This is an optimization exercise on Yosys and OpenROAD, whose aim is small area, a short achievable clock period and few clock cycles, not a production implementation.
The RTL was checked by simulation tests, not by an equivalence proof against the original design.
Power is estimated from default activity; no workload was simulated.

## flow/flow/run.sh

```bash
#!/bin/bash
set -euo pipefail
bash standard.sh SETUP_SLACK_MARGIN=9.5 finish > make_finish.log 2>&1
```

## flow/standard.sh

```bash
#!/bin/bash
# synth_recipe.tcl (not shown) runs the flow's synth.tcl, then flattens the netlist and writes it again
# the make line also repeats each setting of config.mk as NAME=value (left out here)
make -C /OpenROAD-flow-scripts/flow DESIGN_CONFIG=/design/flow/config.mk WORK_HOME=/design/flow/orfs CLKGATE_MAP_FILE= SYNTH_SCRIPT=/design/flow/synth_recipe.tcl "${@:-finish}"
```

## flow/config.mk

```make
export PLATFORM = sky130hd
export DESIGN_NAME = vs_resampler
export DESIGN_NICKNAME = vs_resampler
export VERILOG_FILES = /design/flow/design.v
export SDC_FILE = /design/flow/constraint.sdc
export NUM_CORES = 4
export LEC_CHECK = 0
export ABC_CLOCK_PERIOD_IN_PS = 6000
export CAP_MARGIN = 20
export CORE_MARGIN = 2
export CORE_UTILIZATION = 50
export SLEW_MARGIN = 20
export SYNTH_MEMORY_MAX_BITS = 65536
```

## flow/constraint.sdc

```tcl
create_clock -name core_clock -period 16.0 [get_ports {clk}]
set_input_delay 3.2000 -clock core_clock [delete_from_list [all_inputs] [get_ports {clk}]]
set_output_delay 3.2000 -clock core_clock [all_outputs]
set_load 0.01 [all_outputs]
```

## flow/design.v

```verilog
module vs_tap_t0 (
    input  wire [7:0] phase,
    output reg  [6:0] tap
);
  always @(*) begin
    case (phase)
      8'd0: tap = 7'd0;
      8'd1: tap = 7'd2;
      8'd2: tap = 7'd4;
      8'd3: tap = 7'd6;
      8'd4: tap = 7'd8;
      8'd5: tap = 7'd10;
      8'd6: tap = 7'd11;
      8'd7: tap = 7'd13;
      8'd8: tap = 7'd15;
      8'd9: tap = 7'd17;
      8'd10: tap = 7'd18;
      8'd11: tap = 7'd20;
      8'd12: tap = 7'd22;
      8'd13: tap = 7'd23;
      8'd14: tap = 7'd25;
      8'd15: tap = 7'd27;
      8'd16: tap = 7'd28;
      8'd17: tap = 7'd30;
      8'd18: tap = 7'd31;
      8'd19: tap = 7'd33;
      8'd20: tap = 7'd34;
      8'd21: tap = 7'd35;
      8'd22: tap = 7'd37;
      8'd23: tap = 7'd38;
      8'd24: tap = 7'd39;
      8'd25: tap = 7'd41;
      8'd26: tap = 7'd42;
      8'd27: tap = 7'd43;
      8'd28: tap = 7'd44;
      8'd29: tap = 7'd46;
      8'd30: tap = 7'd47;
      8'd31: tap = 7'd48;
      8'd32: tap = 7'd49;
      8'd33: tap = 7'd50;
      8'd34: tap = 7'd51;
      8'd35: tap = 7'd52;
      8'd36: tap = 7'd53;
      8'd37: tap = 7'd54;
      8'd38: tap = 7'd55;
      8'd39: tap = 7'd56;
      8'd40: tap = 7'd57;
      8'd41: tap = 7'd58;
      8'd42: tap = 7'd59;
      8'd43: tap = 7'd60;
      8'd44: tap = 7'd60;
      8'd45: tap = 7'd61;
      8'd46: tap = 7'd62;
      8'd47: tap = 7'd63;
      8'd48: tap = 7'd63;
      8'd49: tap = 7'd64;
      8'd50: tap = 7'd65;
      8'd51: tap = 7'd65;
      8'd52: tap = 7'd66;
      8'd53: tap = 7'd67;
      8'd54: tap = 7'd67;
      8'd55: tap = 7'd68;
      8'd56: tap = 7'd68;
      8'd57: tap = 7'd69;
      8'd58: tap = 7'd69;
      8'd59: tap = 7'd70;
      8'd60: tap = 7'd70;
      8'd61: tap = 7'd71;
      8'd62: tap = 7'd71;
      8'd63: tap = 7'd72;
      8'd64: tap = 7'd72;
      8'd65: tap = 7'd72;
      8'd66: tap = 7'd73;
      8'd67: tap = 7'd73;
      8'd68: tap = 7'd73;
      8'd69: tap = 7'd74;
      8'd70: tap = 7'd74;
      8'd71: tap = 7'd74;
      8'd72: tap = 7'd74;
      8'd73: tap = 7'd75;
      8'd74: tap = 7'd75;
      8'd75: tap = 7'd75;
      8'd76: tap = 7'd75;
      8'd77: tap = 7'd75;
      8'd78: tap = 7'd75;
      8'd79: tap = 7'd76;
      8'd80: tap = 7'd76;
      8'd81: tap = 7'd76;
      8'd82: tap = 7'd76;
      8'd83: tap = 7'd76;
      8'd84: tap = 7'd76;
      8'd85: tap = 7'd76;
      8'd86: tap = 7'd76;
      8'd87: tap = 7'd76;
      8'd88: tap = 7'd76;
      8'd89: tap = 7'd76;
      8'd90: tap = 7'd76;
      8'd91: tap = 7'd76;
      8'd92: tap = 7'd76;
      8'd93: tap = 7'd75;
      8'd94: tap = 7'd75;
      8'd95: tap = 7'd75;
      8'd96: tap = 7'd75;
      8'd97: tap = 7'd75;
      8'd98: tap = 7'd75;
      8'd99: tap = 7'd74;
      8'd100: tap = 7'd74;
      8'd101: tap = 7'd74;
      8'd102: tap = 7'd74;
      8'd103: tap = 7'd74;
      8'd104: tap = 7'd73;
      8'd105: tap = 7'd73;
      8'd106: tap = 7'd73;
      8'd107: tap = 7'd72;
      8'd108: tap = 7'd72;
      8'd109: tap = 7'd72;
      8'd110: tap = 7'd72;
      8'd111: tap = 7'd71;
      8'd112: tap = 7'd71;
      8'd113: tap = 7'd71;
      8'd114: tap = 7'd70;
      8'd115: tap = 7'd70;
      8'd116: tap = 7'd69;
      8'd117: tap = 7'd69;
      8'd118: tap = 7'd69;
      8'd119: tap = 7'd68;
      8'd120: tap = 7'd68;
      8'd121: tap = 7'd67;
      8'd122: tap = 7'd67;
      8'd123: tap = 7'd66;
      8'd124: tap = 7'd66;
      8'd125: tap = 7'd65;
      8'd126: tap = 7'd65;
      8'd127: tap = 7'd64;
      8'd128: tap = 7'd64;
      8'd129: tap = 7'd63;
      8'd130: tap = 7'd63;
      8'd131: tap = 7'd62;
      8'd132: tap = 7'd62;
      8'd133: tap = 7'd61;
      8'd134: tap = 7'd61;
      8'd135: tap = 7'd60;
      8'd136: tap = 7'd60;
      8'd137: tap = 7'd59;
      8'd138: tap = 7'd59;
      8'd139: tap = 7'd58;
      8'd140: tap = 7'd57;
      8'd141: tap = 7'd57;
      8'd142: tap = 7'd56;
      8'd143: tap = 7'd56;
      8'd144: tap = 7'd55;
      8'd145: tap = 7'd55;
      8'd146: tap = 7'd54;
      8'd147: tap = 7'd53;
      8'd148: tap = 7'd53;
      8'd149: tap = 7'd52;
      8'd150: tap = 7'd51;
      8'd151: tap = 7'd51;
      8'd152: tap = 7'd50;
      8'd153: tap = 7'd50;
      8'd154: tap = 7'd49;
      8'd155: tap = 7'd48;
      8'd156: tap = 7'd48;
      8'd157: tap = 7'd47;
      8'd158: tap = 7'd46;
      8'd159: tap = 7'd46;
      8'd160: tap = 7'd45;
      8'd161: tap = 7'd44;
      8'd162: tap = 7'd44;
      8'd163: tap = 7'd43;
      8'd164: tap = 7'd42;
      8'd165: tap = 7'd42;
      8'd166: tap = 7'd41;
      8'd167: tap = 7'd40;
      8'd168: tap = 7'd40;
      8'd169: tap = 7'd39;
      8'd170: tap = 7'd38;
      8'd171: tap = 7'd38;
      8'd172: tap = 7'd37;
      8'd173: tap = 7'd36;
      8'd174: tap = 7'd36;
      8'd175: tap = 7'd35;
      8'd176: tap = 7'd34;
      8'd177: tap = 7'd34;
      8'd178: tap = 7'd33;
      8'd179: tap = 7'd32;
      8'd180: tap = 7'd32;
      8'd181: tap = 7'd31;
      8'd182: tap = 7'd30;
      8'd183: tap = 7'd30;
      8'd184: tap = 7'd29;
      8'd185: tap = 7'd28;
      8'd186: tap = 7'd28;
      8'd187: tap = 7'd27;
      8'd188: tap = 7'd27;
      8'd189: tap = 7'd26;
      8'd190: tap = 7'd25;
      8'd191: tap = 7'd25;
      8'd192: tap = 7'd24;
      8'd193: tap = 7'd23;
      8'd194: tap = 7'd23;
      8'd195: tap = 7'd22;
      8'd196: tap = 7'd22;
      8'd197: tap = 7'd21;
      8'd198: tap = 7'd20;
      8'd199: tap = 7'd20;
      8'd200: tap = 7'd19;
      8'd201: tap = 7'd19;
      8'd202: tap = 7'd18;
      8'd203: tap = 7'd17;
      8'd204: tap = 7'd17;
      8'd205: tap = 7'd16;
      8'd206: tap = 7'd16;
      8'd207: tap = 7'd15;
      8'd208: tap = 7'd15;
      8'd209: tap = 7'd14;
      8'd210: tap = 7'd14;
      8'd211: tap = 7'd13;
      8'd212: tap = 7'd13;
      8'd213: tap = 7'd12;
      8'd214: tap = 7'd12;
      8'd215: tap = 7'd11;
      8'd216: tap = 7'd11;
      8'd217: tap = 7'd10;
      8'd218: tap = 7'd10;
      8'd219: tap = 7'd9;
      8'd220: tap = 7'd9;
      8'd221: tap = 7'd8;
      8'd222: tap = 7'd8;
      8'd223: tap = 7'd7;
      8'd224: tap = 7'd7;
      8'd225: tap = 7'd7;
      8'd226: tap = 7'd6;
      8'd227: tap = 7'd6;
      8'd228: tap = 7'd5;
      8'd229: tap = 7'd5;
      8'd230: tap = 7'd5;
      8'd231: tap = 7'd4;
      8'd232: tap = 7'd4;
      8'd233: tap = 7'd4;
      8'd234: tap = 7'd3;
      8'd235: tap = 7'd3;
      8'd236: tap = 7'd3;
      8'd237: tap = 7'd3;
      8'd238: tap = 7'd2;
      8'd239: tap = 7'd2;
      8'd240: tap = 7'd2;
      8'd241: tap = 7'd2;
      8'd242: tap = 7'd1;
      8'd243: tap = 7'd1;
      8'd244: tap = 7'd1;
      8'd245: tap = 7'd1;
      8'd246: tap = 7'd1;
      8'd247: tap = 7'd1;
      8'd248: tap = 7'd0;
      8'd249: tap = 7'd0;
      8'd250: tap = 7'd0;
      8'd251: tap = 7'd0;
      8'd252: tap = 7'd0;
      8'd253: tap = 7'd0;
      8'd254: tap = 7'd0;
      8'd255: tap = 7'd0;
      default: tap = 7'd0;
    endcase
  end
endmodule
module vs_tap_t1 (
    input  wire [7:0] phase,
    output reg  [10:0] tap
);
  always @(*) begin
    case (phase)
      8'd0: tap = 11'd1024;
      8'd1: tap = 11'd1024;
      8'd2: tap = 11'd1024;
      8'd3: tap = 11'd1024;
      8'd4: tap = 11'd1024;
      8'd5: tap = 11'd1023;
      8'd6: tap = 11'd1022;
      8'd7: tap = 11'd1022;
      8'd8: tap = 11'd1021;
      8'd9: tap = 11'd1022;
      8'd10: tap = 11'd1020;
      8'd11: tap = 11'd1019;
      8'd12: tap = 11'd1019;
      8'd13: tap = 11'd1017;
      8'd14: tap = 11'd1016;
      8'd15: tap = 11'd1016;
      8'd16: tap = 11'd1014;
      8'd17: tap = 11'd1013;
      8'd18: tap = 11'd1011;
      8'd19: tap = 11'd1011;
      8'd20: tap = 11'd1009;
      8'd21: tap = 11'd1007;
      8'd22: tap = 11'd1006;
      8'd23: tap = 11'd1005;
      8'd24: tap = 11'd1002;
      8'd25: tap = 11'd1001;
      8'd26: tap = 11'd999;
      8'd27: tap = 11'd997;
      8'd28: tap = 11'd995;
      8'd29: tap = 11'd994;
      8'd30: tap = 11'd991;
      8'd31: tap = 11'd990;
      8'd32: tap = 11'd987;
      8'd33: tap = 11'd984;
      8'd34: tap = 11'd982;
      8'd35: tap = 11'd980;
      8'd36: tap = 11'd978;
      8'd37: tap = 11'd975;
      8'd38: tap = 11'd973;
      8'd39: tap = 11'd970;
      8'd40: tap = 11'd968;
      8'd41: tap = 11'd965;
      8'd42: tap = 11'd963;
      8'd43: tap = 11'd959;
      8'd44: tap = 11'd956;
      8'd45: tap = 11'd953;
      8'd46: tap = 11'd951;
      8'd47: tap = 11'd947;
      8'd48: tap = 11'd944;
      8'd49: tap = 11'd941;
      8'd50: tap = 11'd938;
      8'd51: tap = 11'd934;
      8'd52: tap = 11'd931;
      8'd53: tap = 11'd928;
      8'd54: tap = 11'd924;
      8'd55: tap = 11'd922;
      8'd56: tap = 11'd917;
      8'd57: tap = 11'd914;
      8'd58: tap = 11'd910;
      8'd59: tap = 11'd907;
      8'd60: tap = 11'd903;
      8'd61: tap = 11'd899;
      8'd62: tap = 11'd896;
      8'd63: tap = 11'd892;
      8'd64: tap = 11'd888;
      8'd65: tap = 11'd884;
      8'd66: tap = 11'd880;
      8'd67: tap = 11'd876;
      8'd68: tap = 11'd872;
      8'd69: tap = 11'd868;
      8'd70: tap = 11'd864;
      8'd71: tap = 11'd859;
      8'd72: tap = 11'd855;
      8'd73: tap = 11'd852;
      8'd74: tap = 11'd847;
      8'd75: tap = 11'd843;
      8'd76: tap = 11'd839;
      8'd77: tap = 11'd834;
      8'd78: tap = 11'd829;
      8'd79: tap = 11'd826;
      8'd80: tap = 11'd821;
      8'd81: tap = 11'd817;
      8'd82: tap = 11'd812;
      8'd83: tap = 11'd807;
      8'd84: tap = 11'd803;
      8'd85: tap = 11'd798;
      8'd86: tap = 11'd793;
      8'd87: tap = 11'd789;
      8'd88: tap = 11'd784;
      8'd89: tap = 11'd779;
      8'd90: tap = 11'd775;
      8'd91: tap = 11'd770;
      8'd92: tap = 11'd765;
      8'd93: tap = 11'd759;
      8'd94: tap = 11'd755;
      8'd95: tap = 11'd749;
      8'd96: tap = 11'd745;
      8'd97: tap = 11'd741;
      8'd98: tap = 11'd735;
      8'd99: tap = 11'd730;
      8'd100: tap = 11'd725;
      8'd101: tap = 11'd720;
      8'd102: tap = 11'd715;
      8'd103: tap = 11'd711;
      8'd104: tap = 11'd704;
      8'd105: tap = 11'd699;
      8'd106: tap = 11'd694;
      8'd107: tap = 11'd688;
      8'd108: tap = 11'd684;
      8'd109: tap = 11'd678;
      8'd110: tap = 11'd674;
      8'd111: tap = 11'd668;
      8'd112: tap = 11'd663;
      8'd113: tap = 11'd658;
      8'd114: tap = 11'd652;
      8'd115: tap = 11'd647;
      8'd116: tap = 11'd640;
      8'd117: tap = 11'd636;
      8'd118: tap = 11'd631;
      8'd119: tap = 11'd625;
      8'd120: tap = 11'd620;
      8'd121: tap = 11'd614;
      8'd122: tap = 11'd609;
      8'd123: tap = 11'd603;
      8'd124: tap = 11'd598;
      8'd125: tap = 11'd592;
      8'd126: tap = 11'd587;
      8'd127: tap = 11'd581;
      8'd128: tap = 11'd576;
      8'd129: tap = 11'd570;
      8'd130: tap = 11'd565;
      8'd131: tap = 11'd559;
      8'd132: tap = 11'd554;
      8'd133: tap = 11'd548;
      8'd134: tap = 11'd543;
      8'd135: tap = 11'd537;
      8'd136: tap = 11'd532;
      8'd137: tap = 11'd526;
      8'd138: tap = 11'd521;
      8'd139: tap = 11'd515;
      8'd140: tap = 11'd509;
      8'd141: tap = 11'd504;
      8'd142: tap = 11'd498;
      8'd143: tap = 11'd494;
      8'd144: tap = 11'd487;
      8'd145: tap = 11'd482;
      8'd146: tap = 11'd477;
      8'd147: tap = 11'd471;
      8'd148: tap = 11'd465;
      8'd149: tap = 11'd459;
      8'd150: tap = 11'd454;
      8'd151: tap = 11'd449;
      8'd152: tap = 11'd443;
      8'd153: tap = 11'd438;
      8'd154: tap = 11'd432;
      8'd155: tap = 11'd426;
      8'd156: tap = 11'd421;
      8'd157: tap = 11'd415;
      8'd158: tap = 11'd410;
      8'd159: tap = 11'd405;
      8'd160: tap = 11'd399;
      8'd161: tap = 11'd393;
      8'd162: tap = 11'd388;
      8'd163: tap = 11'd382;
      8'd164: tap = 11'd377;
      8'd165: tap = 11'd372;
      8'd166: tap = 11'd367;
      8'd167: tap = 11'd361;
      8'd168: tap = 11'd356;
      8'd169: tap = 11'd350;
      8'd170: tap = 11'd345;
      8'd171: tap = 11'd340;
      8'd172: tap = 11'd334;
      8'd173: tap = 11'd329;
      8'd174: tap = 11'd324;
      8'd175: tap = 11'd319;
      8'd176: tap = 11'd313;
      8'd177: tap = 11'd309;
      8'd178: tap = 11'd302;
      8'd179: tap = 11'd297;
      8'd180: tap = 11'd292;
      8'd181: tap = 11'd287;
      8'd182: tap = 11'd282;
      8'd183: tap = 11'd278;
      8'd184: tap = 11'd271;
      8'd185: tap = 11'd266;
      8'd186: tap = 11'd262;
      8'd187: tap = 11'd257;
      8'd188: tap = 11'd252;
      8'd189: tap = 11'd247;
      8'd190: tap = 11'd242;
      8'd191: tap = 11'd237;
      8'd192: tap = 11'd232;
      8'd193: tap = 11'd227;
      8'd194: tap = 11'd222;
      8'd195: tap = 11'd218;
      8'd196: tap = 11'd213;
      8'd197: tap = 11'd208;
      8'd198: tap = 11'd203;
      8'd199: tap = 11'd199;
      8'd200: tap = 11'd193;
      8'd201: tap = 11'd190;
      8'd202: tap = 11'd184;
      8'd203: tap = 11'd180;
      8'd204: tap = 11'd176;
      8'd205: tap = 11'd170;
      8'd206: tap = 11'd167;
      8'd207: tap = 11'd162;
      8'd208: tap = 11'd158;
      8'd209: tap = 11'd154;
      8'd210: tap = 11'd150;
      8'd211: tap = 11'd145;
      8'd212: tap = 11'd141;
      8'd213: tap = 11'd137;
      8'd214: tap = 11'd133;
      8'd215: tap = 11'd128;
      8'd216: tap = 11'd125;
      8'd217: tap = 11'd120;
      8'd218: tap = 11'd116;
      8'd219: tap = 11'd112;
      8'd220: tap = 11'd108;
      8'd221: tap = 11'd104;
      8'd222: tap = 11'd101;
      8'd223: tap = 11'd96;
      8'd224: tap = 11'd93;
      8'd225: tap = 11'd90;
      8'd226: tap = 11'd86;
      8'd227: tap = 11'd83;
      8'd228: tap = 11'd78;
      8'd229: tap = 11'd75;
      8'd230: tap = 11'd72;
      8'd231: tap = 11'd68;
      8'd232: tap = 11'd64;
      8'd233: tap = 11'd62;
      8'd234: tap = 11'd58;
      8'd235: tap = 11'd54;
      8'd236: tap = 11'd52;
      8'd237: tap = 11'd49;
      8'd238: tap = 11'd45;
      8'd239: tap = 11'd43;
      8'd240: tap = 11'd40;
      8'd241: tap = 11'd37;
      8'd242: tap = 11'd33;
      8'd243: tap = 11'd30;
      8'd244: tap = 11'd28;
      8'd245: tap = 11'd26;
      8'd246: tap = 11'd23;
      8'd247: tap = 11'd21;
      8'd248: tap = 11'd17;
      8'd249: tap = 11'd15;
      8'd250: tap = 11'd12;
      8'd251: tap = 11'd11;
      8'd252: tap = 11'd9;
      8'd253: tap = 11'd6;
      8'd254: tap = 11'd4;
      8'd255: tap = 11'd2;
      default: tap = 11'd0;
    endcase
  end
endmodule
module vs_tap_t2 (
    input  wire [7:0] phase,
    output reg  [10:0] tap
);
  always @(*) begin
    case (phase)
      8'd0: tap = 11'd0;
      8'd1: tap = 11'd2;
      8'd2: tap = 11'd4;
      8'd3: tap = 11'd6;
      8'd4: tap = 11'd8;
      8'd5: tap = 11'd11;
      8'd6: tap = 11'd13;
      8'd7: tap = 11'd15;
      8'd8: tap = 11'd18;
      8'd9: tap = 11'd20;
      8'd10: tap = 11'd23;
      8'd11: tap = 11'd26;
      8'd12: tap = 11'd28;
      8'd13: tap = 11'd31;
      8'd14: tap = 11'd34;
      8'd15: tap = 11'd37;
      8'd16: tap = 11'd40;
      8'd17: tap = 11'd43;
      8'd18: tap = 11'd46;
      8'd19: tap = 11'd49;
      8'd20: tap = 11'd52;
      8'd21: tap = 11'd55;
      8'd22: tap = 11'd58;
      8'd23: tap = 11'd61;
      8'd24: tap = 11'd65;
      8'd25: tap = 11'd68;
      8'd26: tap = 11'd72;
      8'd27: tap = 11'd75;
      8'd28: tap = 11'd78;
      8'd29: tap = 11'd82;
      8'd30: tap = 11'd86;
      8'd31: tap = 11'd89;
      8'd32: tap = 11'd93;
      8'd33: tap = 11'd97;
      8'd34: tap = 11'd101;
      8'd35: tap = 11'd104;
      8'd36: tap = 11'd108;
      8'd37: tap = 11'd112;
      8'd38: tap = 11'd116;
      8'd39: tap = 11'd120;
      8'd40: tap = 11'd124;
      8'd41: tap = 11'd128;
      8'd42: tap = 11'd132;
      8'd43: tap = 11'd137;
      8'd44: tap = 11'd141;
      8'd45: tap = 11'd145;
      8'd46: tap = 11'd149;
      8'd47: tap = 11'd154;
      8'd48: tap = 11'd158;
      8'd49: tap = 11'd162;
      8'd50: tap = 11'd167;
      8'd51: tap = 11'd171;
      8'd52: tap = 11'd176;
      8'd53: tap = 11'd180;
      8'd54: tap = 11'd185;
      8'd55: tap = 11'd189;
      8'd56: tap = 11'd194;
      8'd57: tap = 11'd199;
      8'd58: tap = 11'd203;
      8'd59: tap = 11'd208;
      8'd60: tap = 11'd213;
      8'd61: tap = 11'd218;
      8'd62: tap = 11'd222;
      8'd63: tap = 11'd227;
      8'd64: tap = 11'd232;
      8'd65: tap = 11'd237;
      8'd66: tap = 11'd242;
      8'd67: tap = 11'd247;
      8'd68: tap = 11'd252;
      8'd69: tap = 11'd257;
      8'd70: tap = 11'd262;
      8'd71: tap = 11'd267;
      8'd72: tap = 11'd272;
      8'd73: tap = 11'd277;
      8'd74: tap = 11'd282;
      8'd75: tap = 11'd287;
      8'd76: tap = 11'd292;
      8'd77: tap = 11'd297;
      8'd78: tap = 11'd303;
      8'd79: tap = 11'd308;
      8'd80: tap = 11'd313;
      8'd81: tap = 11'd318;
      8'd82: tap = 11'd324;
      8'd83: tap = 11'd329;
      8'd84: tap = 11'd334;
      8'd85: tap = 11'd340;
      8'd86: tap = 11'd345;
      8'd87: tap = 11'd350;
      8'd88: tap = 11'd356;
      8'd89: tap = 11'd361;
      8'd90: tap = 11'd366;
      8'd91: tap = 11'd372;
      8'd92: tap = 11'd377;
      8'd93: tap = 11'd383;
      8'd94: tap = 11'd388;
      8'd95: tap = 11'd394;
      8'd96: tap = 11'd399;
      8'd97: tap = 11'd404;
      8'd98: tap = 11'd410;
      8'd99: tap = 11'd415;
      8'd100: tap = 11'd421;
      8'd101: tap = 11'd426;
      8'd102: tap = 11'd432;
      8'd103: tap = 11'd437;
      8'd104: tap = 11'd443;
      8'd105: tap = 11'd449;
      8'd106: tap = 11'd454;
      8'd107: tap = 11'd460;
      8'd108: tap = 11'd465;
      8'd109: tap = 11'd471;
      8'd110: tap = 11'd476;
      8'd111: tap = 11'd482;
      8'd112: tap = 11'd487;
      8'd113: tap = 11'd493;
      8'd114: tap = 11'd498;
      8'd115: tap = 11'd504;
      8'd116: tap = 11'd510;
      8'd117: tap = 11'd515;
      8'd118: tap = 11'd521;
      8'd119: tap = 11'd526;
      8'd120: tap = 11'd532;
      8'd121: tap = 11'd537;
      8'd122: tap = 11'd543;
      8'd123: tap = 11'd548;
      8'd124: tap = 11'd554;
      8'd125: tap = 11'd559;
      8'd126: tap = 11'd565;
      8'd127: tap = 11'd570;
      8'd128: tap = 11'd576;
      8'd129: tap = 11'd581;
      8'd130: tap = 11'd587;
      8'd131: tap = 11'd592;
      8'd132: tap = 11'd598;
      8'd133: tap = 11'd603;
      8'd134: tap = 11'd609;
      8'd135: tap = 11'd614;
      8'd136: tap = 11'd620;
      8'd137: tap = 11'd625;
      8'd138: tap = 11'd631;
      8'd139: tap = 11'd636;
      8'd140: tap = 11'd641;
      8'd141: tap = 11'd647;
      8'd142: tap = 11'd652;
      8'd143: tap = 11'd657;
      8'd144: tap = 11'd663;
      8'd145: tap = 11'd668;
      8'd146: tap = 11'd673;
      8'd147: tap = 11'd678;
      8'd148: tap = 11'd684;
      8'd149: tap = 11'd689;
      8'd150: tap = 11'd694;
      8'd151: tap = 11'd699;
      8'd152: tap = 11'd704;
      8'd153: tap = 11'd710;
      8'd154: tap = 11'd715;
      8'd155: tap = 11'd720;
      8'd156: tap = 11'd725;
      8'd157: tap = 11'd730;
      8'd158: tap = 11'd735;
      8'd159: tap = 11'd740;
      8'd160: tap = 11'd745;
      8'd161: tap = 11'd750;
      8'd162: tap = 11'd755;
      8'd163: tap = 11'd760;
      8'd164: tap = 11'd765;
      8'd165: tap = 11'd770;
      8'd166: tap = 11'd774;
      8'd167: tap = 11'd779;
      8'd168: tap = 11'd784;
      8'd169: tap = 11'd789;
      8'd170: tap = 11'd793;
      8'd171: tap = 11'd798;
      8'd172: tap = 11'd803;
      8'd173: tap = 11'd807;
      8'd174: tap = 11'd812;
      8'd175: tap = 11'd816;
      8'd176: tap = 11'd821;
      8'd177: tap = 11'd825;
      8'd178: tap = 11'd830;
      8'd179: tap = 11'd834;
      8'd180: tap = 11'd839;
      8'd181: tap = 11'd843;
      8'd182: tap = 11'd847;
      8'd183: tap = 11'd851;
      8'd184: tap = 11'd856;
      8'd185: tap = 11'd860;
      8'd186: tap = 11'd864;
      8'd187: tap = 11'd868;
      8'd188: tap = 11'd872;
      8'd189: tap = 11'd876;
      8'd190: tap = 11'd880;
      8'd191: tap = 11'd884;
      8'd192: tap = 11'd888;
      8'd193: tap = 11'd892;
      8'd194: tap = 11'd896;
      8'd195: tap = 11'd899;
      8'd196: tap = 11'd903;
      8'd197: tap = 11'd907;
      8'd198: tap = 11'd910;
      8'd199: tap = 11'd914;
      8'd200: tap = 11'd918;
      8'd201: tap = 11'd921;
      8'd202: tap = 11'd925;
      8'd203: tap = 11'd928;
      8'd204: tap = 11'd931;
      8'd205: tap = 11'd935;
      8'd206: tap = 11'd938;
      8'd207: tap = 11'd941;
      8'd208: tap = 11'd944;
      8'd209: tap = 11'd947;
      8'd210: tap = 11'd950;
      8'd211: tap = 11'd953;
      8'd212: tap = 11'd956;
      8'd213: tap = 11'd959;
      8'd214: tap = 11'd962;
      8'd215: tap = 11'd965;
      8'd216: tap = 11'd967;
      8'd217: tap = 11'd970;
      8'd218: tap = 11'd973;
      8'd219: tap = 11'd975;
      8'd220: tap = 11'd978;
      8'd221: tap = 11'd980;
      8'd222: tap = 11'd982;
      8'd223: tap = 11'd985;
      8'd224: tap = 11'd987;
      8'd225: tap = 11'd989;
      8'd226: tap = 11'd991;
      8'd227: tap = 11'd993;
      8'd228: tap = 11'd995;
      8'd229: tap = 11'd997;
      8'd230: tap = 11'd999;
      8'd231: tap = 11'd1001;
      8'd232: tap = 11'd1003;
      8'd233: tap = 11'd1004;
      8'd234: tap = 11'd1006;
      8'd235: tap = 11'd1008;
      8'd236: tap = 11'd1009;
      8'd237: tap = 11'd1011;
      8'd238: tap = 11'd1012;
      8'd239: tap = 11'd1013;
      8'd240: tap = 11'd1014;
      8'd241: tap = 11'd1016;
      8'd242: tap = 11'd1017;
      8'd243: tap = 11'd1018;
      8'd244: tap = 11'd1019;
      8'd245: tap = 11'd1019;
      8'd246: tap = 11'd1020;
      8'd247: tap = 11'd1021;
      8'd248: tap = 11'd1022;
      8'd249: tap = 11'd1022;
      8'd250: tap = 11'd1023;
      8'd251: tap = 11'd1023;
      8'd252: tap = 11'd1023;
      8'd253: tap = 11'd1024;
      8'd254: tap = 11'd1024;
      8'd255: tap = 11'd1024;
      default: tap = 11'd0;
    endcase
  end
endmodule
module vs_divider (
    input  wire [14:0] rem,
    input  wire        nbit,
    input  wire        fin,
    input  wire [14:0] den,
    output wire [14:0] rem_next,
    output wire        qbit,
    output wire [15:0] diff
);
  wire [15:0] a = fin ? {1'b0, rem} : {rem, nbit};
  wire [16:0] d = {1'b0, a} - {2'b00, den};
  assign qbit     = ~d[16];
  assign rem_next = qbit ? d[14:0] : a[14:0];
  assign diff     = d[15:0];
endmodule
module vs_resampler (
    input  wire        clk,
    input  wire        rst,
    input  wire        start,
    input  wire [1:0]  method,        
    input  wire [14:0] src_w,
    input  wire [14:0] src_h,
    input  wire [14:0] dst_w,
    input  wire [14:0] dst_h,
    input  wire [31:0] src_base,
    input  wire [15:0] src_stride,
    input  wire [31:0] dst_base,
    input  wire [15:0] dst_stride,
    output wire        done,
    output wire        err,
    output wire        rd_en,
    output wire [31:0] rd_addr,
    input  wire [7:0]  rd_data,
    output wire        wr_en,
    output wire [31:0] wr_addr,
    output wire [7:0]  wr_data
);
  localparam S_IDLE = 2'd0;
  localparam S_DIV  = 2'd1;
  localparam S_RUN  = 2'd2;
  localparam S_FIN  = 2'd3;
  reg [1:0] st;
  reg       err_r;
  reg       m4, mb, mn;
  wire start_ok = start && (st == S_IDLE || st == S_FIN);
  reg  [4:0]  cnt;
  reg  [14:0] rx, ry;         
  reg  [30:0] qx, qy;         
  reg  [15:0] rdx, rdy;       
  reg  [15:0] k0, k1;         
  reg  [31:0] sbase, dbase;
  reg  [15:0] sstride;
  wire [14:0] sw_r = src_w;
  wire [14:0] sh_r = src_h;
  reg  [14:0] dw_r, dh_r;
  wire        div_fin = (cnt == 5'd31);
  wire        nbx = qx[30];
  wire        nby = qy[30];
  wire [14:0] rx_n, ry_n;
  wire        qbx, qby;
  wire [15:0] dfx, dfy;
  vs_divider u_divx (.rem(rx), .nbit(nbx), .fin(div_fin), .den(dw_r),
                     .rem_next(rx_n), .qbit(qbx), .diff(dfx));
  vs_divider u_divy (.rem(ry), .nbit(nby), .fin(div_fin), .den(dh_r),
                     .rem_next(ry_n), .qbit(qby), .diff(dfy));
  wire [15:0] k_a   = (cnt == 5'd16) ? k0 : {k0[14:0], 1'b0};
  wire [15:0] k_sum = k_a + (((cnt == 5'd16) || qy[0]) ? sstride : 16'd0);
  reg  [30:0] xpos;           
  reg  [14:0] ex;             
  reg  [14:0] xrem;           
  reg  [15:0] fx_c;           
  reg         toff1;          
  reg  [1:0]  toff2, toff3;
  wire        last_col = (xrem == 15'd0);
  wire [14:0] ixn   = xpos[30:16];
  reg         cx_r;           
  wire [15:0] xcs   = {1'b0, ex} + rdx;
  wire [14:0] ex_step = cx_r ? xcs[14:0] : ex + rx;
  wire [15:0] xcs_nx  = {1'b0, ex_step} + rdx;
  wire [14:0] c0_n  = (m4 && ixn != 15'd0) ? ixn - 15'd1 : ixn;
  wire [15:0] ixn1  = {1'b0, ixn} + 16'd1;
  wire [15:0] ixn2  = {1'b0, ixn} + 16'd2;
  wire        inc1  = m4 ? (ixn != 15'd0) : (ixn1 < {1'b0, sw_r});
  wire        inc2  = ixn1 < {1'b0, sw_r};
  wire        inc3  = ixn2 < {1'b0, sw_r};
  wire signed [16:0] n1 = m4 ? 17'sd3 : mb ? 17'sd1 : 17'sd0;
  wire signed [16:0] oo = m4 ? 17'sd1 : 17'sd0;
  wire signed [16:0] ee = n1 - oo;           
  wire signed [16:0] sh_s = $signed({2'b00, sh_r});
  reg         p_live;
  reg  signed [16:0] hi_p;
  reg  [15:0] gy_p;
  reg  [15:0] off_p;          
  reg         first_p, last_p;
  reg         p_read;         
  reg         q_live, q_stale;
  reg  signed [16:0] hi_q;
  reg  [15:0] gy_q;
  reg  [14:0] ey_q;
  reg  [15:0] off_q;
  reg  [14:0] yrem_q;         
  reg         cy_q;           
  reg         c16_q;          
  wire [15:0] ycs    = {1'b0, ey_q} + rdy;
  wire [16:0] gy_sum = {1'b0, gy_q} + {1'b0, qy[15:0]} + {16'd0, cy_q};
  wire signed [16:0] hi_step = hi_q + $signed({2'b00, qy[30:16]}) + $signed({16'd0, c16_q});
  wire [15:0] off_step = off_q + (c16_q ? k1 : k0);
  wire [14:0] ey_step  = cy_q ? ycs[14:0] : ey_q + ry;
  wire [15:0] ycs_nx   = {1'b0, ey_step} + rdy;
  wire        cy_nx    = ~ycs_nx[15];
  wire [16:0] gy_nx    = {1'b0, gy_sum[15:0]} + {1'b0, qy[15:0]} + {16'd0, cy_nx};
  reg  signed [16:0] rf;      
  reg  signed [16:0] rfn;     
  reg  [15:0] wo;             
  reg  [1:0]  kt;             
  reg         pa;             
  reg         dupf;           
  reg         ltsh;           
  reg         rtop;           
  reg         thr;            
  wire [1:0]  klast   = n1[1:0];
  wire        running = (st == S_RUN) && p_live;
  reg         pp_r;           
  wire        p_pend  = pp_r;                      
  wire        jmp_p   = (rfn < hi_p);              
  wire        jmp_q   = (rfn < hi_q);
  wire        need_q  = (rf <= hi_q);
  wire        dup_now = (kt == 2'd0) && dupf;
  wire        lastop  = dup_now || (kt == klast);
  wire        emit    = running && (mn ? p_read : (!p_pend && !(m4 && thr)));
  wire        do_jump = running && !mn && p_pend && jmp_p;
  wire        op_p    = running && !mn && p_pend && !jmp_p;
  wire        op_q    = running && !mn && !p_pend && q_live && !q_stale && !jmp_q &&
                        (lastop ? (emit && need_q) : ltsh);
  wire        do_op   = op_p || op_q;
  wire        op_n    = running && mn && (!p_read || (emit && q_live && !q_stale));
  wire [1:0]  toff_k = (kt == 2'd0) ? 2'd0 : (kt == 2'd1) ? {1'b0, toff1} : (kt == 2'd2) ? toff2 : toff3;
  wire [15:0] rd_off = mn ? (p_read ? off_q : off_p) : (wo + {14'd0, toff_k});
  wire        col_load = (st == S_RUN && !p_live && !last_col) || (emit && last_p && !last_col);
  wire signed [16:0] rf1  = rf + 17'sd1;
  wire signed [16:0] lo_p = hi_p - n1;
  wire [7:0]  hp = fx_c[15:8];
  wire [15:0] cmag = m4 ? {((kt == 2'd3) ? (8'd0 - hp) : hp), hp} : mb ? fx_c : 16'd1;
  reg  [1:0]  p1k;
  wire [6:0]  h_t0;
  wire [10:0] h_t1, h_t2;
  vs_tap_t0 u_ht0 (.phase(p1c[15:8]), .tap(h_t0));
  vs_tap_t1 u_ht1 (.phase(p1c[7:0]), .tap(h_t1));
  vs_tap_t2 u_ht2 (.phase(p1c[7:0]), .tap(h_t2));
  wire [15:0] c2n = m4 ? ((p1k == 2'd1) ? {5'd0, h_t1} : (p1k == 2'd2) ? {5'd0, h_t2} : {9'd0, h_t0})
                       : p1c;
  wire        cneg = m4 ? (kt == 2'd0 || kt == 2'd3) : (mb && kt == 2'd0);
  reg         rd_en_r;
  reg  [31:0] rd_addr_r;
  assign rd_en   = rd_en_r;
  assign rd_addr = rd_addr_r;
  reg         p1v, p2v, p3v;
  reg         p1f, p2f, p3f;      
  reg         p1l, p2l, p3l;      
  reg         p1d, p2d, p3d, hd;  
  reg         p1t, p2t, p3t, p4t, ht;  
  reg         p1n, p2n, p3n;      
  reg  [15:0] p1c, p2c, p3c;      
  reg  [7:0]  din, din4;
  reg         p4v, p4f, p4l, p4d, p4n;
  reg  [23:0] hprod_r;
  reg  signed [25:0] acc;
  reg         hl;                 
  reg  [7:0]  w0, w1, w2, w3;     
  wire [23:0] hprod = din * p3c;
  wire signed [25:0] hinit = mb ? $signed({2'b00, din4, 16'h8000}) : m4 ? 26'sd512 : 26'sd0;
  wire signed [25:0] hbase = p4f ? hinit : acc;
  wire signed [25:0] hsum  = p4n ? hbase - $signed({2'b00, hprod_r}) : hbase + $signed({2'b00, hprod_r});
  wire signed [15:0] hsh = acc[25:10];
  wire [7:0]  hres = mn ? acc[7:0] : mb ? acc[23:16]
                   : (hsh < 16'sd0) ? 8'd0 : (hsh > 16'sd255) ? 8'd255 : hsh[7:0];
  reg         v1, v2, v3, v4, v5;
  reg  [15:0] g1, g2, g3, g4, g5, g6;
  reg         f1, f2, f3, f4, f5, f6, f7, f8;
  reg         l1, l2, l3, l4, l5, l6, l7, l8;
  reg         mA, mB, mBil, mN;       
  reg         sA, sB, sBil, sN;       
  reg  signed [8:0] op0;
  reg  [7:0]  op1, sh2, sh3, sw8;
  reg  [15:0] vc0;
  reg  [6:0]  vc1;
  reg  signed [24:0] pm0;
  reg  [14:0] pm1;
  reg  signed [25:0] vsum;
  reg         vres_v, vres_l;
  reg  [7:0]  vph, vph0;              
  wire [6:0]  v_t0;
  wire [10:0] v_t1, v_t2;
  vs_tap_t0 u_vt0 (.phase(vph0), .tap(v_t0));
  vs_tap_t1 u_vt1 (.phase(vph), .tap(v_t1));
  vs_tap_t2 u_vt2 (.phase(vph), .tap(v_t2));
  wire signed [24:0] vm0 = op0 * $signed({1'b0, vc0});
  wire [14:0] vm1 = op1 * vc1;
  wire signed [25:0] vbase = sB ? vsum : sA ? 26'sd512 : sBil ? $signed({2'b00, sw8, 16'h8000}) : 26'sd0;
  wire signed [25:0] vdiff = $signed({pm0[24], pm0}) - $signed({11'd0, pm1});
  wire        vfin = sB || sBil || sN;
  wire        vf_first = m4 ? f8 : f7;
  wire        vf_last  = m4 ? l8 : l7;
  wire signed [15:0] vsh = vsum[25:10];
  wire [7:0]  vres = mn ? vsum[7:0] : mb ? vsum[23:16]
                   : (vsh < 16'sd0) ? 8'd0 : (vsh > 16'sd255) ? 8'd255 : vsh[7:0];
  reg  [14:0] wcol;
  reg  [15:0] woff;
  reg         wr_en_r, wlast;
  reg  [31:0] wr_addr_r;
  reg  [7:0]  wr_data_r;
  assign wr_en   = wr_en_r;
  assign wr_addr = wr_addr_r;
  assign wr_data = wr_data_r;
  assign done = (st == S_FIN);
  assign err  = (st == S_FIN) && err_r;
  always @(posedge clk) begin
    if (rst) begin
      st      <= S_IDLE;
      err_r   <= 1'b0;
      p_live  <= 1'b0;
      thr     <= 1'b0;
    end else begin
      if (st == S_FIN || st == S_IDLE) st <= S_IDLE;
      if (start_ok) begin
        if (method == 2'd3) begin
          err_r <= 1'b1;
          st    <= S_FIN;
        end else begin
          err_r <= 1'b0;
          st    <= S_DIV;
        end
      end
      if (st == S_DIV && div_fin) st <= S_RUN;
      if (st == S_RUN && wlast) st <= S_FIN;
      if (col_load) p_live <= 1'b1;
      else if (emit && last_p) p_live <= 1'b0;
      thr <= emit && m4;
    end
  end
  always @(posedge clk) begin
    if (start_ok) begin
      m4   <= (method == 2'd2) && (src_h >= 15'd4);
      mb   <= (method == 2'd1) || ((method == 2'd2) && (src_h < 15'd4));
      mn   <= (method == 2'd0);
      cnt  <= 5'd0;
      rx   <= 15'd0;
      ry   <= 15'd0;
      qx   <= {src_w, 16'd0};
      qy   <= {src_h, 16'd0};
      k0   <= 16'd0;
      xpos <= 31'd0;
      ex   <= 15'd0;
      cx_r <= 1'b0;
      xrem <= dst_w;
    end else if (st == S_DIV) begin
      cnt <= cnt + 5'd1;
      if (div_fin) begin
        rdx <= dfx;
        rdy <= dfy;
      end else begin
        rx <= rx_n;
        ry <= ry_n;
        qx <= {qx[29:0], qbx};
        qy <= {qy[29:0], qby};
      end
      if (cnt >= 5'd1 && cnt <= 5'd15) k0 <= k_sum;
      if (cnt == 5'd16) k1 <= k_sum;
    end
    if (col_load) begin
      fx_c  <= xpos[15:0];
      toff1 <= inc1;
      toff2 <= {1'b0, inc1} + {1'b0, inc2};
      toff3 <= {1'b0, inc1} + {1'b0, inc2} + {1'b0, inc3};
      xpos  <= xpos + qx + {30'd0, cx_r};
      ex    <= ex_step;
      cx_r  <= ~xcs_nx[15];
      xrem  <= xrem - 15'd1;
      hi_p    <= ee;
      gy_p    <= 16'd0;
      off_p   <= {1'b0, c0_n};
      first_p <= 1'b1;
      last_p  <= (dh_r == 15'd1);
      p_read  <= 1'b0;
      q_live  <= (dh_r != 15'd1);
      q_stale <= 1'b1;
      hi_q    <= ee;
      gy_q    <= 16'd0;
      ey_q    <= 15'd0;
      cy_q    <= 1'b0;
      c16_q   <= 1'b0;
      off_q   <= {1'b0, c0_n};
      yrem_q  <= dh_r - 15'd1;
      rf      <= -oo;
      rfn     <= ee;
      wo      <= {1'b0, c0_n};
      kt      <= 2'd0;
      pa      <= !m4 && (sh_r > 15'd1);
      dupf    <= 1'b0;
      ltsh    <= 1'b1;
      rtop    <= m4;
      pp_r    <= 1'b1;
    end else begin
      if (do_jump || (do_op && lastop && rtop))
        pp_r <= 1'b1;
      else if (emit)
        pp_r <= (do_op && lastop) ? (rf < hi_q) : (rf <= hi_q);
      else if (do_op && lastop)
        pp_r <= (rf < hi_p);
      if (emit) begin
        hi_p    <= hi_q;
        gy_p    <= gy_q;
        off_p   <= off_q;
        first_p <= 1'b0;
        last_p  <= (yrem_q == 15'd0);
        q_live  <= (yrem_q != 15'd0);
      end
      if (emit || q_stale) begin
        q_stale <= 1'b0;
        hi_q    <= hi_step;
        gy_q    <= gy_sum[15:0];
        ey_q    <= ey_step;
        cy_q    <= cy_nx;
        c16_q   <= gy_nx[16];
        off_q   <= off_step;
        yrem_q  <= yrem_q - 15'd1;
      end
      if (mn) begin
        if (op_n) p_read <= 1'b1;
        else if (emit) p_read <= 1'b0;
      end
      if (do_jump) begin
        kt   <= 2'd0;
        rf   <= lo_p;
        rfn  <= hi_p;
        wo   <= off_p - (m4 ? sstride : 16'd0);
        pa   <= (lo_p + 17'sd1) < sh_s;
        dupf <= 1'b0;
        ltsh <= 1'b1;
        rtop <= 1'b0;
      end else if (do_op) begin
        if (lastop && rtop) begin
          kt   <= 2'd0;
          rf   <= 17'sd1;
          rfn  <= rfn + 17'sd2;
          wo   <= wo + sstride;
          pa   <= 1'b1;
          dupf <= 1'b0;
          ltsh <= 1'b1;
          rtop <= 1'b0;
        end else if (lastop) begin
          kt   <= 2'd0;
          rf   <= rf1;
          rfn  <= rfn + 17'sd1;
          wo   <= pa ? wo + sstride : wo;
          pa   <= (rf1 >= 17'sd0) && ((rf + 17'sd2) < sh_s);
          dupf <= (rf1 >= sh_s);
          ltsh <= rf1 < sh_s;
        end else begin
          kt <= kt + 2'd1;
        end
      end
    end
  end
  always @(posedge clk) begin
    if (rst) begin
      rd_en_r <= 1'b0;
      p1v <= 1'b0;
      p2v <= 1'b0;
      p3v <= 1'b0;
      p4v <= 1'b0;
      hl  <= 1'b0;
    end else begin
      rd_en_r <= (do_op && !dup_now) || op_n;
      p1v <= do_op || op_n;
      p2v <= p1v;
      p3v <= p2v;
      p4v <= p3v;
      hl  <= p4v && p4l;
    end
    sbase     <= src_base;
    dw_r      <= dst_w;
    dh_r      <= dst_h;
    sstride   <= src_stride;
    rd_addr_r <= sbase + {16'd0, rd_off};
    p1f <= mn || (kt == 2'd0);
    p1l <= mn || lastop;
    p1d <= !mn && dup_now;
    p2d <= p1d;
    p3d <= p2d;
    p4d <= p3d;
    hd  <= p4d;
    p1t <= rtop && lastop;
    p2t <= p1t;
    p3t <= p2t;
    p4t <= p3t;
    ht  <= p4t;
    p1n <= cneg;
    p1c <= cmag;
    p1k <= kt;
    p2f <= p1f; p2l <= p1l; p2n <= p1n; p2c <= c2n;
    p3f <= p2f; p3l <= p2l; p3n <= p2n; p3c <= p2c;
    din <= rd_data;
    din4 <= din;
    hprod_r <= hprod;
    p4f <= p3f; p4l <= p3l; p4n <= p3n;
    if (p4v && !p4d) acc <= hsum;
    if (hl) begin
      w0 <= ht ? w2 : w1;
      w1 <= ht ? w3 : w2;
      w2 <= ht ? hres : w3;
      w3 <= hd ? w3 : hres;
    end
  end
  always @(posedge clk) begin
    if (rst) begin
      v1 <= 1'b0;
      v2 <= 1'b0;
      v3 <= 1'b0;
      v4 <= 1'b0;
      v5 <= 1'b0;
      mA <= 1'b0;
      mB <= 1'b0;
      mBil <= 1'b0;
      mN <= 1'b0;
      sA <= 1'b0;
      sB <= 1'b0;
      sBil <= 1'b0;
      sN <= 1'b0;
      vres_v <= 1'b0;
      wr_en_r <= 1'b0;
      wlast <= 1'b0;
    end else begin
      v1 <= emit;
      v2 <= v1;
      v3 <= v2;
      v4 <= v3;
      v5 <= v4;
      mA <= v5 && m4;
      mB <= mA;
      mBil <= v5 && mb;
      mN <= v5 && mn;
      sA <= mA;
      sB <= mB;
      sBil <= mBil;
      sN <= mN;
      vres_v <= vfin;
      wr_en_r <= vres_v;
      wlast <= vres_v && vres_l;
    end
    if (start_ok) wcol <= 15'h7fff;
    g1 <= gy_p; f1 <= first_p; l1 <= last_p && last_col;
    g2 <= g1; f2 <= f1; l2 <= l1;
    g3 <= g2; f3 <= f2; l3 <= l2;
    g4 <= g3; f4 <= f3; l4 <= l3;
    g5 <= g4; f5 <= f4; l5 <= l4;
    g6 <= g5; f6 <= f5; l6 <= l5;
    f7 <= f6; l7 <= l6;
    f8 <= f7; l8 <= l7;
    if (v4) begin
      vph  <= g4[15:8];
      vph0 <= g4[15:8];
    end else if (v5 && m4) begin
      vph  <= g5[15:8];
      vph0 <= 8'd0 - g5[15:8];
    end
    if (mA) begin
      op0 <= $signed({1'b0, sh2});
      op1 <= sh3;
      vc0 <= {5'd0, v_t2};
    end else begin
      op0 <= mn ? $signed({1'b0, w3}) : m4 ? $signed({1'b0, w1}) : ($signed({1'b0, w3}) - $signed({1'b0, w2}));
      op1 <= m4 ? w0 : 8'd0;
      vc0 <= m4 ? {5'd0, v_t1} : mb ? g5 : 16'd1;
    end
    vc1 <= v_t0;
    sh2 <= w2;
    sh3 <= w3;
    pm0 <= vm0;
    pm1 <= vm1;
    sw8 <= sh2;
    vsum <= vbase + vdiff;
    if (vfin) begin
      vres_l <= vf_last;
      if (vf_first) begin
        wcol <= wcol + 15'd1;
        woff <= {1'b0, wcol + 15'd1};
      end else begin
        woff <= woff + dst_stride;
      end
    end
    wr_data_r <= vres;
    dbase     <= dst_base;
    wr_addr_r <= dbase + {16'd0, woff};
  end
endmodule
```

==> key figures, run 1 <==
Routing
  • DRC: 0
  • DR pass1 iterations: 9
  • Initial drt markers: about 6.3k
  • DR vias/cell: approximately 6
  • Final Routed Wirelength: around 240000 um
  • Antenna Nets Post-Route: 0
  • DR WL/cell: 21.0 um
  • Via count: ~69k

Clock network
  • Total CTS buffers: 133
  • Sink Count: 1141
  • Post-CTS setup buffer count: 0
  • CTS tree: done
  • Longest Clk Path Bufs: 3
  • CTS root buffer: clkbuf_16
  • # hold bufs at CTS: 0
  • Clk Latency, worst-skew pair: 0.81 ns
  • H-tree depth: 4
  • Worst-path clk slew: approximately 0.06 ns
  • Post-CTS sizing: 0

Logic synthesis
  • Top-count cell post-synth: nand2_1
  • Synth top cells by count: nand2_1 (1014), dfxtp_1 (755), ha_1 (699), nor2_1 (663), a21oi_1 (653)
  • Top_reg_cell synth: dfxtp_1
  • Post-synth EDFFs: 386
  • Mapped Nets: between 10k and 15k
  • Mean post-synth cell area: ~8.8 um2
  • Top cell type's share of synthesized area: 0.187
  • Ys async rst share: 0
  • Unique masters post-synth: about 120
  • Flops & latches, synth: 1141
  • Post-synthesis instance total: between 9k and 10k
  • Largest area contributor in the netlist: dfxtp_1
  • Yosys warnings: 4
  • Seq/Total Area, Yosys: 0.331
  • Synth top area cells: dfxtp_1 (19%), edfxtp_1 (14%), ha_1 (11%)
  • Synthesized area: 80700 um2

Worst setup path
  • Worst-path cell chain: nand2_1, fa_1, fa_1, inv_1, ha_1, inv_1, fa_1, inv_1, ha_1, ha_1, fa_1, a21o_1, a211oi_1, o21ai_0, nand2_1, o21ai_0, o2111ai_1, a21oi_1, o41ai_1, xnor2_1
  • Worst R2R End: pm0[23]
  • Critical path's most frequent cell: fa_1
  • R2R setup slack: 10.24 ns
  • Critical Path End: pm0[23]
  • CP max stage delay: 0.74 ns
  • Critical path class: reg -> reg
  • Arrival @ worst endpoint: ~6.5 ns
  • Worst Setup SP: op0[0]
  • CP max stage cell: dfxtp_1
  • CP endpoint kind: flop
  • R2r startpoint: op0[0]
  • Cells on worst reg2reg path: 20
  • Crit path max fanout: 16
  • CP required: between 15 and 20 ns
  • Startpoint types: flop

STA
  • Fmax: 0.174 GHz
  • Max transition margin: 0.239
  • Hold Vio Cnt, Final: 0
  • RSZ-0062 raised after global routing: no
  • Max Slew Vio Count: 0
  • Final hold slack: between 0.2 and 0.3 ns
  • TNS Setup: 0 ns
  • Slew @ Worst Pin: ~1.1 ns
  • Period utilization: 0.360
  • Worst Skew: 0.0399 ns
  • Min Clock Period, post-route: ~5.8 ns
  • Final setup fails: 0

Min path
  • Hold/Removal Path Class: reg -> reg

Cells and area
  • Share of cells above drive strength 1: 0.0633
  • Area growth syn-to-layout: 10.7%
  • Final nets: slightly above 10k
  • Area occupied by multi-input gates: approximately 50000 um2
  • Register Area: between 20000 and 30000 um2
  • Filler cell count: 14.7k
  • Final Instance Area: 89400 um2
  • Fin util: 0.557

Die
  • Die height: 406 um
  • I/O pin count: between 200 and 250
  • Die extent in x: around 410 um
  • Core Area: 160000 um2
  • Initial cell density of the core: 0.503
  • Row count: approximately 150
  • DIE AREA: roughly 160000 um2

Status
  • Status: finished clean

Placement
  • Placed inst area: 84700 um2
  • Post-DP HPWL: around 170000 um
  • Port bufs: around 240
  • Global placement routability congestion: between 0.9 and 1

Power
  • Static Leak: 37.1 nW
  • Max VDD drop: roughly 0.000098 V
  • Total power: roughly 9.6 mW
  • Pwr/cell area: 108 nW/um2

Global routing
  • Largest net degree at the start of global routing: approximately 130
  • Gr usage total: 0.288
  • Global-route wire length before repair: between 300000 and 400000 um
  • Overflow after GRT: 0
  • Vias in the first global route: about 67k
  • Initial antenna violation count: 5

Flow run
  • Max_cap viols: 0
==> per-stage QoR <==
stage,cells,worst slack (ns)
6_report,11500,10.24
5_1_grt,11400,9.90
4_1_cts,11400,10.20
3_5_place_dp,11200,9.62
3_3_place_gp,11200,9.61
2_1_floorplan,9187,10.33
==> state kept, by name, summed over array words and instances, names as in the netlist, 24 cells and up <==
| register | flops |
|---|---|
| pm0 | 25 |
| xpos | 31 |
| rd_addr_r | 32 |
| qy | 31 |
| sbase | 32 |
| vsum | 26 |
| wr_addr_r | 32 |
| dbase | 32 |
| acc | 26 |
| hprod_r | 24 |
| qx | 31 |
==> routing by layer <==
layer,vias to the layer above,GRT usage,share of wire
li1,32700,-,-
met1,33100,0.383,0.43
met2,2550,0.467,0.46
met3,526,0.0410,0.068
met4,4,0.127,0.046
met5,-,0,0.00010
==> kinds of logic (layout without fill, tap and decap cells) <==
kind of cell / count (synthesis) / count (layout) / share of synthesized area
flops: 1141 / 1141 / 0.331
compound gates: 2406 / 2406 / 0.194
simple gates: 2862 / 2862 / 0.167
other cells: 0 / 3 / 0
xor+xnor: 505 / 505 / 0.0549
mux: 211 / 211 / 0.0289
fa+ha+maj: 948 / 948 / 0.170
buf+inv: 1114 / 1214 / 0.0548
==> final cells by class <==
| type | instances | area share |
|---|---|---|
| Clock inverter | 66 | 0.00967 |
| Inverter | 627 | 0.0264 |
| Timing Repair Buffer | 340 | 0.0355 |
| Tap cell | 2160 | 0.0302 |
| Antenna cell | 3 | 0.0000840 |
| Clock buffer | 181 | 0.0432 |
| Multi-Input combinational cell | 6932 | 0.556 |
| Sequential cell | 1141 | 0.299 |
==> critical path: cells and delay by family (launching register included) <==
kind	cells	cell delay (ns)
flip-flops	1	0.74
AO/OA/AOI/OAI	7	1.61
adder cells (fa/ha/maj)	7	2.75
AND/OR/NAND/NOR	2	0.30
XOR/XNOR	1	0.16
buffers and inverters	3	0.13
==> power by group <==
part	switching, mW	internal [mW]
Sequential	0.221	3.31
Combinational	1.64	1.24
Clock	1.33	1.89
Total	3.18	6.44
==> worst min path at each step <==
stage,end,cells past startpoint,start
2_1_floorplan,f2,0,f1
3_3_place_gp,g4[11],0,g3[11]
3_5_place_dp,g2[4],0,g1[4]
4_1_cts,p3c[6],0,p2c[6]
5_1_grt,p3c[6],0,p2c[6]
6_report,p3c[6],0,p2c[6]
==> placed cells by master (no fill, tap or decap), types with 43 or more instances in the layout <==
cell	instances
nand2_1	1012
dfxtp_1	755
ha_1	697
nor2_1	657
a21oi_1	653
inv_1	610
o21ai_0	516
edfxtp_1	386
xnor2_1	363
fa_1	249
clkdlybuf4s50_1	243
nor3_1	241
and2_1	197
nand3_1	195
clkbuf_16	142
xor2_1	141
a21o_1	137
a211oi_1	131
mux2_2	120
nor2b_1	113
o211ai_1	107
a31oi_1	99
buf_4	95
o21a_1	88
mux2i_1	82
nand2b_1	77
and3_1	74
o22ai_1	71
or3_1	56
a311oi_1	56
nand4_1	55
o311ai_0	49
o31ai_1	48
a22o_1	43
Testbench counts, summed over its fixed seeds: cycles 159,765.
==> inputs of run 2 (changes only) <==
==> flow/flow/run.sh (replaced) <==
#!/bin/bash
set -euo pipefail
bash standard.sh SETUP_SLACK_MARGIN=11.2 finish > make_finish.log 2>&1
==> run 2 against run 1 <==
Still clean. Die area unchanged. Synthesized area unchanged. Via count up 1.1%. Sequential share of layout area down 0.59 points. Register-to-register slack better by 0.75 ns. Cell area up 2.6%. Clock skew up 0.012 ns.
==> key figures, run 2 <==
Logic synthesis
  • Post-synthesis instance total: 9187 (unchanged)
  • Flops & latches, synth: 1141 (unchanged)
  • Ys async rst share: 0 (unchanged)
  • Synthesized area: 80700 um2 (unchanged)
  • Top-count cell post-synth: nand2_1
  • Synth top area cells: dfxtp_1 (19%), edfxtp_1 (14%), ha_1 (11%)
  • Largest area contributor in the netlist: dfxtp_1
  • Top cell type's share of synthesized area: 0.187 (unchanged)
  • Seq/Total Area, Yosys: 0.331 (unchanged)
  • Unique masters post-synth: 118 (unchanged)
  • Top_reg_cell synth: dfxtp_1
  • Yosys warnings: 4 (unchanged)
  • Mean post-synth cell area: 8.79 um2 (unchanged)
  • Mapped Nets: 10.3k (unchanged)
  • Post-synth EDFFs: 386 (unchanged)
  • Synth top cells by count: nand2_1 (1014), dfxtp_1 (755), ha_1 (699), nor2_1 (663), a21oi_1 (653)

Cells and area
  • Area growth syn-to-layout: 13.6%
  • Most common cell after layout, fill and taps aside: nand2_1
  • Final nets: 10.4k (+1.2%)
  • Share of cells above drive strength 1: 0.0999 (+0.0366)
  • Most frequent cells in the layout: nand2_1 (1004), dfxtp_1 (703), ha_1 (657), nor2_1 (655), a21oi_1 (634)

STA
  • Max transition margin: 0.212 (-0.0265)
  • Min Clock Period, post-route: 5.07 ns (-0.694 ns)
  • Fmax: 0.197 GHz (+14%)
  • Worst Skew: 0.0519 ns (+0.0120 ns)
  • RSZ-0062 raised after global routing: yes
  • Max Slew Vio Count: 0 (unchanged)
  • Period utilization: 0.317 (-0.0434)
  • TNS Setup: 0 ns (unchanged)
  • Hold Vio Cnt, Final: 0 (unchanged)
  • Slew @ Worst Pin: 1.18 ns (+0.0541 ns)
  • Final setup fails: 0 (unchanged)

Die
  • Die extent in x: 406 um (unchanged)
  • Core Area: 160000 um2 (unchanged)
  • DIE AREA: 165000 um2 (unchanged)
  • Initial cell density of the core: 0.503 (unchanged)
  • Die height: 406 um (unchanged)
  • Row count: 147 (unchanged)
  • I/O pin count: 245 (unchanged)

Power
  • Flop pwr share: 0.354 (-0.013)
  • Clock group share of total power: 0.330 (-0.004)
  • Switching Fraction: 0.333 (+0.00182)
  • Sw power: 3.31 mW (+3.8%)
  • Pwr/cell area: 108 nW/um2 (+0.66%)
  • Total power: 9.94 mW (+3.3%)
  • Comb power frac: 0.315 (+0.016)
  • Static Leak: 38.0 nW (+2.5%)
  • Max VDD drop: 0.000107 V (+9.4%)
  • P_int: 6.63 mW (+3.0%)

Routing
  • DR WL/cell: 21.3 um (+1.1%)
  • Initial drt markers: 6152 (-2.1%)
  • Final Routed Wirelength: 246000 um (+2.3%)
  • DRC: 0 (unchanged)
  • DR vias/cell: 6.01 (about the same)
  • Via count: 69.6k (+1.1%)
  • Antenna Nets Post-Route: 0 (unchanged)
  • DR pass1 iterations: 9 (unchanged)

Flow run
  • Max_cap viols: 0 (unchanged)

Global routing
  • GR Layer Usage met2: 0.474 (+0.00662)
  • Vias in the first global route: 67.6k (+0.84%)
  • Global-route wire length before repair: 380000 um (+0.52%)
  • GR peak layer: met2
  • Gr usage total: 0.290 (+0.00134)
  • Initial antenna violation count: 4 (-1)
  • Grt met1 use: 0.378 (-0.00442)
  • Overflow after GRT: 0 (unchanged)
  • Met3 usage: 0.0498 (+0.00884)
  • Largest net degree at the start of global routing: 128 (unchanged)

Clock network
  • Longest Clk Path Bufs: 3 (unchanged)
  • CTS root buffer: clkbuf_16
  • CTS tree: done
  • Worst-path clk slew: 0.06 ns (about the same)
  • Sink Count: 1141 (unchanged)
  • Total CTS buffers: 137 (+3.0%)
  • Clk Latency, worst-skew pair: 0.80 ns (about the same)
  • # hold bufs at CTS: 0 (unchanged)
  • H-tree depth: 4 (unchanged)

Worst setup path
  • CP endpoint kind: flop
  • CP required: 16.54 ns (-0.18 ns)
  • Crit path max fanout: 3 (-13)
  • Startpoint types: input pin
  • Critical path class: in -> reg
  • Arrival @ worst endpoint: 5.61 ns (-0.87 ns)

Placement
  • Post-DP HPWL: 174000 um (+0.37%)
  • Global placement routability congestion: 0.972 (-2.2%)
  • Port bufs: 244 (unchanged)

Min path
  • Hold/Removal Path Class: reg -> reg

Status
  • Status: finished clean
## run 2: cell counts after synthesis
Identical to the previous run, type by type.
## run 2: routing by layer
metal,up-vias,wire (um)
met1,33500,103000
met5,-,22
li1,33000,-
met3,529,18200
met2,2612,115000
met4,4,10300
## run 2: area by class of cell
| class | count | area (um2) |
|---|---|---|
| Multi-Input combinational cell | 6932 | 50700 |
| Inverter | 627 | 2380 |
| Timing Repair inverter | 1 | 7.51 |
| Antenna cell | 2 | 5.00 |
| Timing Repair Buffer | 460 | 4170 |
| Tap cell | 2160 | 2700 |
| Clock inverter | 60 | 767 |
| Clock buffer | 195 | 4090 |
| Fill cell | 14600 | 68700 |
| Sequential cell | 1141 | 26900 |
## run 2: worst paths after layout
kind	startpoint	endpoint	slack, ns	cells after the start
setup / recovery	src_w[1]	toff3[0]	10.93	14
hold / removal	p2c[0]	p3c[0]	0.32	0
setup reg to reg	op0[0]	pm0[24]	10.99	19
hold reg to reg	p2c[0]	p3c[0]	0.32	0
## run 2: worst max-delay path: stages
cell      delay, ns
buf_12         0.11
inv_12         0.05
ha_4           0.18
a21boi_2       0.14
o21a_1         0.18
o21a_1         0.16
o21a_1         0.16
o21a_1         0.17
o21ai_1        0.14
a21oi_1        0.07
nand3b_1       0.22
o21a_1         0.24
fa_2           0.53
inv_1          0.04
## run 2: per-stage QoR
step           area, um2  std cells  hold slack (ns)  setup WS, ns   util
2_1_floorplan      81000       9187            0.310         10.43      -
3_3_place_gp       84800      11200            0.310          9.47  0.529
3_5_place_dp       84800      11200            0.312          9.47  0.529
4_1_cts            90400      11500            0.311         10.97  0.563
5_1_grt            91700      11600            0.320         10.71  0.572
6_report           91700      11600            0.315         10.93  0.572
## run 2: logic make-up after synthesis
family	count (synthesis)	synth area share
buffers and inverters	1114	0.0548
muxes	211	0.0289
adders and majority gates	948	0.170
and+or+nand+nor	2862	0.167
xor gates and xnor gates	505	0.0549
DFF	1141	0.331
AOI/OAI and AO/OA	2406	0.194
## run 2: power by group through the flow
| stage | combinational [mW] | clock (mW) | sequential, mW |
|---|---|---|---|
| finish | 3.13 | 3.28 | 3.52 |
| global route | 3.49 | 3.48 | 3.55 |
| CTS | 2.93 | 3.36 | 3.52 |
| detailed placement | 2.85 | 0 | 3.59 |
| global placement | 2.80 | 0 | 3.58 |
| floorplan | 2.16 | 0 | 3.50 |
## run 2: what timing repair did
item                                    4_1_cts  5_1_grt
gates cloned                                  1        3
pin swaps                                    36       83
buffers inserted                             55       59
endpoints found under the setup margin      216      247
gates resized for setup                     229      183

[separate check: timing with driven ports]
In the flow no input, the clock included, has a driving cell. The finished layouts below were timed again as built, in two steps. Step 1: set_driving_cell puts a clkbuf_16 on clk and a buf_2 on each other input, an assumption about the parent block. Step 2, shift: input delay + t, output delay - t, t = (earliest + latest rising clock arrival at the registers) / 2. This alone moves slack from input paths to output paths. Three values: ideal ports, drivers, drivers and shift; two values: the first two.
run	t (ns)	setup WS [ns]	worst register clock-pin slew, ns
run 1	0.869	10.238 / 10.238 / 9.590	0.07 / 0.07
run 2	0.862	10.932 / 10.960 / 10.098	0.06 / 0.06
After both steps every run listed still meets setup and hold. The setup slack of run 2, which loses most, moves by +0.028 ns with the drivers and by -0.834 ns with both steps.
